This design comes from an exercise in tuning for small area, a short achievable clock period and few clock cycles per item on the open sky130 flow, not from production work.
RTL that was checked went through simulation tests only; none was proved equivalent to the original.

## 06-28
==> flow/design.v <==
module tcmp_crc16_byte (
    input  wire [15:0] crc_in,
    input  wire [7:0]  data,
    output reg  [15:0] crc_out
);
    integer i;
    reg [15:0] c;
    always @(*) begin
        c = crc_in ^ {8'h00, data};
        for (i = 0; i < 8; i = i + 1) begin
            if (c[0])
                c = (c >> 1) ^ 16'h8408;
            else
                c = c >> 1;
        end
        crc_out = c;
    end
endmodule
module tcmp_rx (
    input  wire        clk,
    input  wire        rst,
    input  wire        in_valid,
    input  wire [7:0]  in_byte,
    output wire        in_ready,
    output reg         ud_valid,
    output reg  [7:0]  ud_byte,
    output reg         ev_valid,
    output reg  [1:0]  ev_kind,
    output wire [15:0] ev_family,
    output wire [7:0]  ev_code,
    output wire [15:0] ev_paylen
);
    localparam [7:0] FLAG = 8'h7E;
    localparam [7:0] ESC  = 8'h7D;
    localparam [1:0] EV_MSG  = 2'd1;
    localparam [1:0] EV_HDLC = 2'd2;
    localparam [1:0] EV_TCMP = 2'd3;
    reg        esc;        
    reg        bad;        
    reg        body;       
    reg [15:0] cnt;        
    reg        lcs_ok;     
    reg [15:0] plen;       
    reg        short;      
    reg        lo_borrow;  
    reg [15:0] family;     
    reg [7:0]  code;
    reg [7:0]  last2;      
    reg [15:0] crc;        
    assign in_ready  = 1'b1;
    assign ev_family = family;
    assign ev_code   = code;
    assign ev_paylen = plen;
    reg       in_v;
    reg [7:0] in_b;
    reg       is_flag, is_esc, esc_ok;
    always @(posedge clk) begin
        in_v    <= in_valid && !rst;
        in_b    <= in_byte;
        is_flag <= (in_byte == FLAG);
        is_esc  <= (in_byte == ESC);
        esc_ok  <= (in_byte == 8'h5D) || (in_byte == 8'h5E);
    end
    wire [7:0] unesc_val = {in_b[7:6], in_b[5] ^ esc, in_b[4:0]};
    wire produce = in_v && !is_flag && !bad &&
                   (esc ? esc_ok : !is_esc);
    wire [15:0] crc_next;
    tcmp_crc16_byte u_crc (.crc_in(crc), .data(last2), .crc_out(crc_next));
    reg [15:0] cnt_inc;
    integer i;
    always @(*) begin
        for (i = 0; i < 16; i = i + 1)
            cnt_inc[i] = cnt[i] ^ &(cnt | ~((16'd1 << i) - 16'd1));
    end
    wire [2:0]  hpos    = cnt[2:0];    
    wire [7:0]  lcs_s  = plen[15:8] ^ plen[7:0] ^ family[15:8];
    wire [7:0]  lcs_c  = (plen[15:8] & plen[7:0]) | (plen[15:8] & family[15:8]) |
                         (plen[7:0] & family[15:8]);
    wire [7:0]  lcs_y  = {lcs_c[6:0], 1'b0};
    wire        lcs_zero = ((lcs_s ^ lcs_y) == {lcs_s[6:0] | lcs_y[6:0], 1'b0});
    wire [8:0]  plen_lo_m5 = {1'b0, plen[7:0]} - 9'd5;
    wire [8:0]  plen_hi_m1 = {1'b0, plen[15:8]} - {8'd0, lo_borrow};
    wire        empty   = !body && (hpos == 3'd0);
    wire decode_ok = body && lcs_ok && !short && (cnt == plen) &&
                     (crc == {last2, ud_byte});
    always @(posedge clk) begin
        if (rst) begin
            esc      <= 1'b0;
            bad      <= 1'b0;
            body     <= 1'b0;
            cnt      <= 16'hFFF8;
            crc      <= 16'h6363;
            ud_valid <= 1'b0;
            ev_valid <= 1'b0;
        end else begin
            ud_valid <= produce;
            ev_valid <= 1'b0;
            if (in_v) begin
                if (is_flag) begin
                    ev_valid <= bad || esc || !empty;
                    ev_kind  <= (bad || esc) ? EV_HDLC :
                                decode_ok    ? EV_MSG  : EV_TCMP;
                    esc  <= 1'b0;
                    bad  <= 1'b0;
                    body <= 1'b0;
                    cnt  <= 16'hFFF8;
                    crc  <= 16'h6363;
                end else if (!bad) begin
                    if (esc) begin
                        esc <= 1'b0;
                        if (!esc_ok)
                            bad <= 1'b1;
                    end else if (is_esc) begin
                        esc <= 1'b1;
                    end
                end
            end
            if (produce) begin
                ud_byte <= unesc_val;
                last2   <= ud_byte;
                if (!(body && cnt == 16'hFFFF))
                    cnt <= cnt_inc;
                if (!body && hpos == 3'd7)
                    body <= 1'b1;
                if (!body) begin
                    case (hpos)
                        3'd0: plen[15:8]   <= unesc_val;
                        3'd1: plen[7:0]    <= unesc_val;
                        3'd2: family[15:8] <= unesc_val;
                        3'd3: begin
                            lcs_ok       <= lcs_zero;
                            plen[7:0]    <= plen_lo_m5[7:0];
                            lo_borrow    <= plen_lo_m5[8];
                            family[15:8] <= unesc_val;
                        end
                        3'd4: begin
                            plen[15:8]   <= plen_hi_m1[7:0];
                            short        <= plen_hi_m1[8];
                            family[7:0]  <= unesc_val;
                        end
                        3'd5: code         <= unesc_val;
                        default: ;
                    endcase
                end
                if (body || hpos >= 3'd2)
                    crc <= crc_next;
            end
        end
    end
endmodule
module tcmp_tx (
    input  wire        clk,
    input  wire        rst,
    input  wire        msg_valid,
    output reg         msg_ready,
    input  wire [15:0] msg_family,
    input  wire [7:0]  msg_code,
    input  wire [15:0] msg_paylen,
    input  wire        pl_valid,
    output reg         pl_ready,
    input  wire [7:0]  pl_byte,
    output reg         out_valid,
    input  wire        out_ready,
    output reg  [7:0]  out_byte
);
    localparam [7:0] FLAG = 8'h7E;
    localparam [7:0] ESC  = 8'h7D;
    localparam S_IDLE = 0,    
               S_LENH = 1,
               S_LENL = 2,
               S_LCS  = 3,
               S_FAMH = 4,
               S_FAML = 5,
               S_CODE = 6,
               S_PAY  = 7,
               S_CRCH = 8,
               S_CRCL = 9,
               S_EOF  = 10;
    reg [10:0] state;
    reg [15:0] remain;     
    reg        esc_pend;   
    reg        esc_bit;    
    reg [15:0] crc;
    reg        pay_last;   
    reg        skid_v;     
    reg [7:0]  skid;
    wire is_packet = !state[S_IDLE] && !state[S_EOF];
    wire [7:0] cur = ({8{state[S_LENH] | state[S_LCS]}} & remain[15:8]) |
                     ({8{state[S_LENL]}} & remain[7:0]) |
                     ({8{state[S_FAMH]}} & msg_family[15:8]) |
                     ({8{state[S_FAML]}} & msg_family[7:0]) |
                     ({8{state[S_CODE]}} & msg_code) |
                     ({8{state[S_PAY]}}  & pl_byte) |
                     ({8{state[S_CRCH]}} & crc[15:8]) |
                     ({8{state[S_CRCL]}} & crc[7:0]) |
                     ({8{!is_packet}}    & FLAG);
    wire cur_esc   = (cur[7:2] == 6'b011111) && (cur[1] ^ cur[0]);    
    wire have_byte = state[S_IDLE] ? msg_valid :
                     state[S_PAY]  ? pl_valid  : 1'b1;
    wire make      = !skid_v && (esc_pend || have_byte);
    wire advance   = !skid_v && !esc_pend && have_byte;
    wire [7:0] line_byte = esc_pend               ? {6'b010111, !esc_bit, esc_bit} :   
                           (is_packet && cur_esc) ? ESC : cur;
    wire out_free = !out_valid || out_ready;
    wire skid_v_n = out_free ? 1'b0 : (skid_v || make);
    wire pay_zero = (msg_paylen == 16'd0);
    wire [10:0] state_adv;
    assign state_adv[S_IDLE] = state[S_EOF];
    assign state_adv[S_LENH] = state[S_IDLE];
    assign state_adv[S_LENL] = state[S_LENH];
    assign state_adv[S_LCS]  = state[S_LENL];
    assign state_adv[S_FAMH] = state[S_LCS];
    assign state_adv[S_FAML] = state[S_FAMH];
    assign state_adv[S_CODE] = state[S_FAML];
    assign state_adv[S_PAY]  = (state[S_CODE] && !pay_zero) || (state[S_PAY] && !pay_last);
    assign state_adv[S_CRCH] = (state[S_CODE] && pay_zero) || (state[S_PAY] && pay_last);
    assign state_adv[S_CRCL] = state[S_CRCH];
    assign state_adv[S_EOF]  = state[S_CRCL];
    wire [10:0] state_n    = advance ? state_adv : state;
    wire        esc_pend_n = make ? (!esc_pend && is_packet && cur_esc) : esc_pend;
    reg [7:0] lo_dec, hi_dec;
    integer i;
    always @(*) begin
        for (i = 0; i < 8; i = i + 1) begin
            lo_dec[i] = remain[i]   ^ ~|(remain[7:0]  & ((8'd1 << i) - 8'd1));
            hi_dec[i] = remain[8+i] ^ ~|(remain[15:8] & ((8'd1 << i) - 8'd1));
        end
    end
    wire        lo_zero    = (remain[7:0] == 8'd0);
    wire [15:0] remain_dec = {lo_zero ? hi_dec : remain[15:8], lo_dec};
    wire [15:0] crc_next;
    tcmp_crc16_byte u_crc (.crc_in(crc), .data(cur), .crc_out(crc_next));
    always @(posedge clk) begin
        if (rst) begin
            state     <= 11'd1 << S_IDLE;
            esc_pend  <= 1'b0;
            msg_ready <= 1'b0;
            pl_ready  <= 1'b0;
            skid_v    <= 1'b0;
            out_valid <= 1'b0;
        end else begin
            state     <= state_n;
            esc_pend  <= esc_pend_n;
            skid_v    <= skid_v_n;
            msg_ready <= state_n[S_CODE] && !esc_pend_n && !skid_v_n;
            pl_ready  <= state_n[S_PAY]  && !esc_pend_n && !skid_v_n;
            if (out_free) begin
                out_valid <= skid_v || make;
                out_byte  <= skid_v ? skid : line_byte;
            end
            if (!skid_v)
                skid <= line_byte;
            if (make && !esc_pend)
                esc_bit <= cur[0];
            if (advance) begin
                if (state[S_IDLE])
                    crc <= 16'h6363;
                else if (!state[S_CRCH] && !state[S_CRCL] && !state[S_EOF])
                    crc <= crc_next;
                if (state[S_IDLE])
                    remain <= msg_paylen + 16'd5;
                if (state[S_LENH])
                    remain[15:8] <= 8'h00 - (remain[15:8] + remain[7:0]);
                if (state[S_CODE]) begin
                    remain   <= msg_paylen;
                    pay_last <= (msg_paylen == 16'd1);
                end
                if (state[S_PAY]) begin
                    remain   <= remain_dec;
                    pay_last <= (remain == 16'd2);
                end
            end
        end
    end
endmodule
module tcmp_codec (
    input  wire        clk,
    input  wire        rst,
    input  wire        rx_valid,
    input  wire [7:0]  rx_byte,
    output wire        rx_ready,
    output wire        ud_valid,
    output wire [7:0]  ud_byte,
    output wire        ev_valid,
    output wire [1:0]  ev_kind,
    output wire [15:0] ev_family,
    output wire [7:0]  ev_code,
    output wire [15:0] ev_paylen,
    input  wire        msg_valid,
    output wire        msg_ready,
    input  wire [15:0] msg_family,
    input  wire [7:0]  msg_code,
    input  wire [15:0] msg_paylen,
    input  wire        pl_valid,
    output wire        pl_ready,
    input  wire [7:0]  pl_byte,
    output wire        tx_valid,
    input  wire        tx_ready,
    output wire [7:0]  tx_byte
);
    tcmp_rx u_rx (
        .clk(clk), .rst(rst),
        .in_valid(rx_valid), .in_byte(rx_byte), .in_ready(rx_ready),
        .ud_valid(ud_valid), .ud_byte(ud_byte),
        .ev_valid(ev_valid), .ev_kind(ev_kind), .ev_family(ev_family),
        .ev_code(ev_code), .ev_paylen(ev_paylen)
    );
    tcmp_tx u_tx (
        .clk(clk), .rst(rst),
        .msg_valid(msg_valid), .msg_ready(msg_ready),
        .msg_family(msg_family), .msg_code(msg_code), .msg_paylen(msg_paylen),
        .pl_valid(pl_valid), .pl_ready(pl_ready), .pl_byte(pl_byte),
        .out_valid(tx_valid), .out_ready(tx_ready), .out_byte(tx_byte)
    );
endmodule
Settings: LEC_CHECK=0, CAP_MARGIN=20, CORE_MARGIN=2, CORE_UTILIZATION=65, CTS_BUF_LIST=sky130_fd_sc_hd__clkbuf_4 sky130_fd_sc_hd__clkbuf_8, PLACE_DENSITY=0.8, SETUP_SLACK_MARGIN=2.1, SLEW_MARGIN=20; clock period 4.5 ns.
standard.sh (not shown) runs the stock make flow with config.mk's settings and CLKGATE_MAP_FILE= SYNTH_SCRIPT=/design/flow/synth_recipe.tcl, a recipe that flattens the netlist after the stock synthesis.
==> flow/flow/run.sh <==
#!/bin/bash
# Standard layout, with plain buffers (not delay cells) on the ports.
export BUFFER_PORTS_ARGS="-buffer_cell sky130_fd_sc_hd__buf_1"
bash standard.sh > standard.log 2>&1
Inputs modified between 06-28 and 01-12:
--- a/flow/design.v
+++ b/flow/design.v
@@ -216,20 +216,16 @@
     assign state_adv[S_CRCH] = (state[S_CODE] && pay_zero) || (state[S_PAY] && pay_last);
     assign state_adv[S_CRCL] = state[S_CRCH];
     assign state_adv[S_EOF]  = state[S_CRCL];
     wire [10:0] state_n    = advance ? state_adv : state;
     wire        esc_pend_n = make ? (!esc_pend && is_packet && cur_esc) : esc_pend;
-    reg [7:0] lo_dec, hi_dec;
+    reg [15:0] remain_dec;
     integer i;
     always @(*) begin
-        for (i = 0; i < 8; i = i + 1) begin
-            lo_dec[i] = remain[i]   ^ ~|(remain[7:0]  & ((8'd1 << i) - 8'd1));
-            hi_dec[i] = remain[8+i] ^ ~|(remain[15:8] & ((8'd1 << i) - 8'd1));
-        end
+        for (i = 0; i < 16; i = i + 1)
+            remain_dec[i] = remain[i] ^ ~|(remain & ((16'd1 << i) - 16'd1));
     end
-    wire        lo_zero    = (remain[7:0] == 8'd0);
-    wire [15:0] remain_dec = {lo_zero ? hi_dec : remain[15:8], lo_dec};
     wire [15:0] crc_next;
     tcmp_crc16_byte u_crc (.crc_in(crc), .data(cur), .crc_out(crc_next));
     always @(posedge clk) begin
         if (rst) begin
             state     <= 11'd1 << S_IDLE;
[summary]
Compared with 06-28, 01-12 shows a lower count of cell types in the netlist. Per the comparison of 01-12 with 06-28, routed via count shows an increase of 3.1%, die area decreased 170 sq um, share of synthesized area spent on multiplexers fell 0.22 points. 01-12 vs 06-28 — design area dropped 0.70%. Worst hold slack came out lower on 01-12 than on 06-28.
Testbench counts of 01-12, summed over its fixed seeds: cycles 50,961, items 50,921.
Only the layout flow was run in 06-28; the RTL was not checked for function there.

-- re-timing with driven ports --
No port has a modelled driver above. Below, the same layouts with a new extraction and two added sets of constraints.
Step 1 (the two cells are an assumption about what drives the block):
set clk [get_ports {clk}]
set_driving_cell -lib_cell sky130_fd_sc_hd__clkbuf_16 $clk
set_driving_cell -lib_cell sky130_fd_sc_hd__buf_2 [delete_from_list [all_inputs] $clk]
Step 2 times the ports against the registers' clock, not the clock port: input delays grow and output delays shrink by t, the midpoint of the rising clock arrivals with the driver on.
Slacks: ideal ports / drivers / drivers and shift; pairs: ideal ports / drivers.
run | t (ns) | setup slack, ns | latest minus earliest clock arrival (ns) | worst register clock-pin slew, ns
06-28 | 0.500 | 2.048 / 2.048 / 1.700 | 0.016 / 0.016 | 0.10 / 0.10
01-12 | 0.509 | 2.126 / 2.126 / 1.708 | 0.018 / 0.018 | 0.10 / 0.10
After both steps every run listed still meets setup and hold. The setup slack of 01-12, which loses most, moves by 0.000 ns with the drivers and by -0.418 ns with both steps.
